This design comes from an exercise in tuning for small area, a short achievable clock period and few clock cycles on the open sky130 flow, not from production work.
The RTL was checked by simulation tests, not by an equivalence proof against the original design.
Power is estimated from default activity; no workload was simulated.

==> inputs of v12 <==
Design b58_codec, start of the top module:
module b58_codec (
  input  wire       clk,
  input  wire       rst,
  input  wire       cmd_valid,
  output wire       cmd_ready,
  input  wire       cmd_dec,
  input  wire [5:0] cmd_len,
  input  wire [5:0] cmd_cap,
  input  wire       in_valid,
  output wire       in_ready,
  input  wire [7:0] in_data,
  output reg        out_valid,
  output reg  [7:0] out_data,
  output reg        rsp_valid,
  output reg  [1:0] rsp_code,
  output reg  [5:0] rsp_val
);
Settings: LEC_CHECK=0, ABC_AREA=1, CAP_MARGIN=20, CORE_MARGIN=2, CORE_UTILIZATION=60, SLEW_MARGIN=20; clock period 12.0 ns.
run.sh (not shown) runs the stock make flow with config.mk's settings and CLKGATE_MAP_FILE= SYNTH_SCRIPT=/design/flow/synth_recipe.tcl, a recipe that flattens the netlist after the stock synthesis.
==> inputs of v25, as changes to v12 <==
==> flow/config.mk (replaced) <==
export PLATFORM = sky130hd
export DESIGN_NAME = b58_codec
export DESIGN_NICKNAME = b58_codec
export VERILOG_FILES = /design/flow/design.v
export SDC_FILE = /design/flow/constraint.sdc
export NUM_CORES = 4
export LEC_CHECK = 0
export ABC_AREA = 1
export CAP_MARGIN = 20
export CORE_MARGIN = 2
export CORE_UTILIZATION = 40
export SLEW_MARGIN = 20
==> inputs of v15, as changes to v12 <==
--- a/flow/design.v
+++ b/flow/design.v
@@ -166,32 +166,31 @@
                    O_OUT  = 6'b010000,
                    O_RSP  = 6'b100000;
   reg  [2:0]   state;
   reg  [5:0]   ostate;
   reg          cmd_rdy_q;
   reg          in_rdy_q;
   reg          bfull;       
   reg          afull;       
-  reg          took;        
   reg          dec;
   reg  [5:0]   len;
   reg  [5:0]   cap;
   reg  [5:0]   cnt;         
   reg  [5:0]   zcnt;        
   reg          zrun;
   reg          bad;
   reg  [5:0]   bad_idx;
   reg  [7:0]   abuf;        
   reg  [7:0]   ibuf;        
   reg          dok_r;       
   reg  [5:0]   pcnt;        
   reg  [1:0]   pass;        
-  reg  [2:0]   wsel;        
-  reg  [2:0]   actm;        
+  reg  [5:0]   wsel;        
+  reg  [5:0]   actm;        
   reg  [5:0]   cin_r;       
   reg          clr;         
   reg  [287:0] num;
   reg          empty;       
   reg  [263:0] obuf;
   reg          o_dec;
   reg  [5:0]   o_zz;
   reg  [5:0]   o_cap;
@@ -206,30 +205,36 @@
   reg  [6:0]   capz;        
   reg  [5:0]   sz_r;        
   reg  [1:0]   code_r;
   reg  [5:0]   val_r;
   assign cmd_ready = cmd_rdy_q;
   assign in_ready  = in_rdy_q;
   wire take_cmd = cmd_valid & cmd_rdy_q;
   wire take_in  = in_valid & in_rdy_q;
+  wire [47:0] slot [0:5];
   genvar g;
+  generate
+    for (g = 0; g < 6; g = g + 1) begin : sl
+      assign slot[g] = num[48*g +: 48];
+    end
+  endgenerate
   wire       a_ok;
   wire [5:0] a_dig;
   b58_char2digit u_c2d (.char(abuf), .valid(a_ok), .digit(a_dig));
-  wire [95:0] dwin  = num[95:0];
+  wire [47:0] dwin  = slot[0];
   wire [5:0]  d_cin = cin_r;
-  wire [101:0] d_a   = {dwin, d_cin};
-  wire [101:0] d_b   = ~{3'd0, dwin, 3'd0};
-  wire [101:0] d_c   = {5'd0, dwin, 1'b1};
-  wire [101:0] d_s   = d_a ^ d_b ^ d_c;
-  wire [101:0] d_y   = {(d_a[100:0] & d_b[100:0]) | (d_a[100:0] & d_c[100:0]) | (d_b[100:0] & d_c[100:0]), 1'b0};
-  wire [101:0] d_sum = d_s + d_y;
-  wire [95:0]  d_out  = d_sum[95:0];
-  wire [5:0]   d_cout = d_sum[101:96];
+  wire [53:0] d_a   = {dwin, d_cin};
+  wire [53:0] d_b   = ~{3'd0, dwin, 3'd0};
+  wire [53:0] d_c   = {5'd0, dwin, 1'b1};
+  wire [53:0] d_s   = d_a ^ d_b ^ d_c;
+  wire [53:0] d_y   = {(d_a[52:0] & d_b[52:0]) | (d_a[52:0] & d_c[52:0]) | (d_b[52:0] & d_c[52:0]), 1'b0};
+  wire [53:0] d_sum = d_s + d_y;
+  wire [47:0] d_out  = d_sum[47:0];
+  wire [5:0]  d_cout = d_sum[53:48];
   wire [1:0] e_bits = (pass == 2'd0) ? ibuf[7:6] : (pass == 2'd1) ? ibuf[5:4] :
                       (pass == 2'd2) ? ibuf[3:2] : ibuf[1:0];
   reg  [263:0] e_t;
   reg  [43:0]  ges;
   reg  [5:0]   ed;
   reg          ec, ege;
   integer s, j;
   always @(*) begin
@@ -250,39 +255,36 @@
                          ed[0] ^ ege,
                          ec};
       end
     end
   end
   wire proc      = state[SL] & bfull;
   wire e_proc    = proc & ~dec;
   wire d_proc    = proc & dec;
-  wire [2:0] shl = {1'b0, actm[2], |actm[2:1]};
-  wire [2:0] upm = {actm[1:0], 1'b0};
+  wire [5:0] shl = {1'b0, actm[5], |actm[5:4], |actm[5:3], |actm[5:2], |actm[5:1]};
+  wire [5:0] upm = {actm[4:0], 1'b0};
   wire       top = |(wsel & actm);
-  wire       ext_maybe = |(dwin[95:90]);
+  wire       ext_maybe = |(dwin[47:42]);
   wire first     = dec ? wsel[0] : (pass == 2'd0);
   wire byte_done = proc & (dec ? top : (pass == 2'd3));
   wire all_done  = byte_done & (pcnt == len);
-  wire av        = afull | took;
-  wire xfer      = av & (~bfull | byte_done);
+  wire xfer      = afull & (~bfull | byte_done);
   wire       bfull_n = xfer | (bfull & ~byte_done);
-  wire       av_n0   = av & ~xfer;               
-  wire       ready1  = ~bfull_n | last_n;        
+  wire       afull_n = take_in | (afull & ~xfer);
+  wire       xfer_n  = afull_n & (~bfull_n | last_n);
+  wire [5:0] cnt_n   = cnt + {5'd0, take_in};
   wire [5:0] cnt_p1  = cnt + 6'd1;
-  wire [5:0] cnt_p2  = cnt + 6'd2;
-  wire       more0   = took ? (cnt_p1 != len) : (cnt != len);
-  wire       more1   = took ? (cnt_p2 != len) : (cnt_p1 != len);
-  wire       rdy_n   = take_in ? (more1 & ready1) : (more0 & (~av_n0 | ready1));
+  wire       more_n  = take_in ? (cnt_p1 != len) : (cnt != len);
   reg        last_n;
   always @(*) begin
     if (!dec)
       last_n = proc & (pass == 2'd2);              
     else if (proc && !top)
-      last_n = |({wsel[1:0], 1'b0} & actm);        
+      last_n = |({wsel[4:0], 1'b0} & actm);        
     else if (proc)
       last_n = actm[0] & ~ext_maybe;               
     else
       last_n = actm[0];
   end
   wire [47:0] oslot [0:5];
   generate
     for (g = 0; g < 5; g = g + 1) begin : osl
@@ -330,78 +332,77 @@
   wire [7:0] o_chr;
   b58_digit2char u_d2c (.digit(sym[5:0]), .char(o_chr));
   reg  handoff;
   wire done_n  = (state[SL] & all_done) | (state[SD] & ~handoff);
   wire ofree_n = handoff ? empty :
                  ostate[OI] | ostate[OR] |
                  (ostate[OO] & ((ocnt == 6'd1) | (ocnt == 6'd2))) |
                  (ostate[O3] & (o_bad | over));
-  reg  [95:0] oth [0:2];
-  reg  [2:0]  oen;
+  reg  [47:0] oth [0:5];
+  reg  [5:0]  oen;
   integer b;
   always @(*) begin
-    for (b = 0; b < 3; b = b + 1) begin
-      oth[b] = num[96*b +: 96];
+    for (b = 0; b < 6; b = b + 1) begin
+      oth[b] = num[48*b +: 48];
       oen[b] = 1'b0;
       if (clr) begin
-        oth[b] = 96'd0; oen[b] = 1'b1;
+        oth[b] = 48'd0; oen[b] = 1'b1;
       end else if (d_proc && shl[b]) begin
-        oth[b] = (b < 2) ? num[96*(b+1) +: 96] : 96'd0; oen[b] = 1'b1;
+        oth[b] = (b < 5) ? num[48*(b+1) +: 48] : 48'd0; oen[b] = 1'b1;
       end
     end
   end
   always @(posedge clk) begin
-    for (b = 0; b < 3; b = b + 1) begin
+    for (b = 0; b < 6; b = b + 1) begin
       if (e_proc && !clr) begin
-        if (b < 2) num[96*b +: 96] <= e_t[96*b +: 96];
-        else       num[192 +: 72]  <= e_t[192 +: 72];
+        if (b < 5) num[48*b +: 48] <= e_t[48*b +: 48];
+        else       num[240 +: 24]  <= e_t[240 +: 24];
       end else if (d_proc && !clr && actm[b])
-        num[96*b +: 96] <= d_out;
+        num[48*b +: 48] <= d_out;
       else if (d_proc && !clr && top && upm[b])
-        num[96*b +: 6] <= d_cout;        
+        num[48*b +: 6] <= d_cout;        
       else if (oen[b])
-        num[96*b +: 96] <= oth[b];
+        num[48*b +: 48] <= oth[b];
     end
   end
   always @(posedge clk) begin
     if (take_in) abuf <= in_data;
     clr <= take_cmd;
     if (xfer) begin
       ibuf  <= abuf;
       cin_r <= a_dig;
       dok_r <= a_ok;
       pcnt  <= pcnt + 6'd1;
     end else if (d_proc && !top)
       cin_r <= d_cout;
     if (proc) begin
       pass <= pass + 2'd1;
       if (dec) begin
         if (top) begin
-          wsel <= 3'd1;
-          if (ext_maybe && !actm[2]) actm <= upm;
+          wsel <= 6'd1;
+          if (ext_maybe && !actm[5]) actm <= upm;
         end else
-          wsel <= {wsel[1:0], 1'b0};
+          wsel <= {wsel[4:0], 1'b0};
       end
     end
     if (proc && first) begin
       if (!dec) begin
         if (zrun && ibuf == 8'd0) zcnt <= zcnt + 6'd1;
         else zrun <= 1'b0;
       end else begin
         if (!dok_r && !bad) begin
           bad     <= 1'b1;
           bad_idx <= pcnt - 6'd1;
         end
         if (zrun && dok_r && cin_r == 6'd0) zcnt <= zcnt + 6'd1;
         else zrun <= 1'b0;
       end
     end
-    if (take_cmd)  cnt <= 6'd0;
-    else if (took) cnt <= cnt_p1;
+    if (take_in) cnt <= cnt_p1;
     if (ostate[O1]) begin
       osel  <= tsel;
       base1 <= b1;
       capz  <= {1'b0, o_cap} - {1'b0, o_zz};
     end
     if (ostate[O2]) begin
       sz_r <= sz;
       opos <= o_dec ? hi_d : hi_e;
@@ -453,56 +454,55 @@
       code_r    <= 2'd0;
       val_r     <= 6'd0;
     end
     if (take_cmd) begin
       empty <= (cmd_len == 6'd0);
       dec  <= cmd_dec;
       len  <= cmd_len;
       cap  <= cmd_cap;
-    end
-    if (clr) begin
+      cnt  <= 6'd0;
       pcnt <= 6'd0;
       zcnt <= 6'd0;
       zrun <= 1'b1;
       bad  <= 1'b0;
-      wsel <= 3'd1;
-      actm <= 3'd1;
+      wsel <= 6'd1;
+      actm <= 6'd1;
       pass <= 2'd0;
     end
   end
   always @(posedge clk) begin
     out_valid <= 1'b0;
     rsp_valid <= 1'b0;
     if (rst) begin
       state     <= S_IDLE;
       ostate    <= O_IDLE;
       handoff   <= 1'b0;
       cmd_rdy_q <= 1'b1;
       in_rdy_q  <= 1'b0;
       bfull     <= 1'b0;
       afull     <= 1'b0;
-      took      <= 1'b0;
     end else begin
       handoff <= done_n & ofree_n;
-      took    <= take_in;
       cmd_rdy_q <= 1'b0;
       in_rdy_q  <= 1'b0;
       if (state[SI]) cmd_rdy_q <= 1'b1;
       if (state[SL]) begin
         bfull <= bfull_n;
-        afull <= av_n0;
+        afull <= afull_n;
         if (all_done)
           state <= S_DONE;
         else
-          in_rdy_q <= rdy_n;
+          in_rdy_q <= more_n & (~afull_n | xfer_n);
       end
       if (state[SD] && handoff) state <= S_IDLE;
       if (done_n && ofree_n) cmd_rdy_q <= 1'b1;
       if (take_cmd) begin
+        bfull     <= 1'b0;
+        afull     <= 1'b0;
         cmd_rdy_q <= 1'b0;
         if (cmd_len == 6'd0) begin
           state <= S_DONE;
         end else begin
           state    <= S_LOAD;
           in_rdy_q <= 1'b1;
         end
       end
==> summary of the runs <==
Final area, lowest first: v15, v12, v25. The highest first-iteration DRC count belongs to v12, the lowest to v15. Critical path depth: v15 is higher than v25 (1). Clock power, lowest first: v15, v12, v25.
Testbench counts of v12, summed over its fixed seeds: cycles 26,941.
Testbench counts of v25, summed over its fixed seeds: cycles 26,941.
Testbench counts of v15, summed over its fixed seeds: cycles 31,675.

## re-timing with driven ports
In the flow no input, the clock included, has a driving cell. The finished layouts below were timed again as built, in two steps.
Step 1: set_driving_cell puts a clkbuf_16 on clk and a buf_2 on each other input, an assumption about the parent block.
Step 2 also shifts input and output timing later by t, the mid clock arrival at the registers, as if the neighbouring blocks saw the same clock.
a / b / c = ideal / step 1 / step 2; a / b = the first two.
run | shift t [ns] | slack for setup (ns) | latest minus earliest clock arrival (ns)
v12 | 0.742 | 7.000 / 7.032 / 6.290 | 0.059 / 0.058
v25 | 0.791 | 6.989 / 7.027 / 6.235 | 0.064 / 0.065
v15 | 0.708 | 7.275 / 7.324 / 6.616 | 0.034 / 0.034
After both steps setup and hold are still met in every run listed. For v25, which loses most, drivers alone change the setup slack by +0.038 ns; drivers and shift together by -0.754 ns.
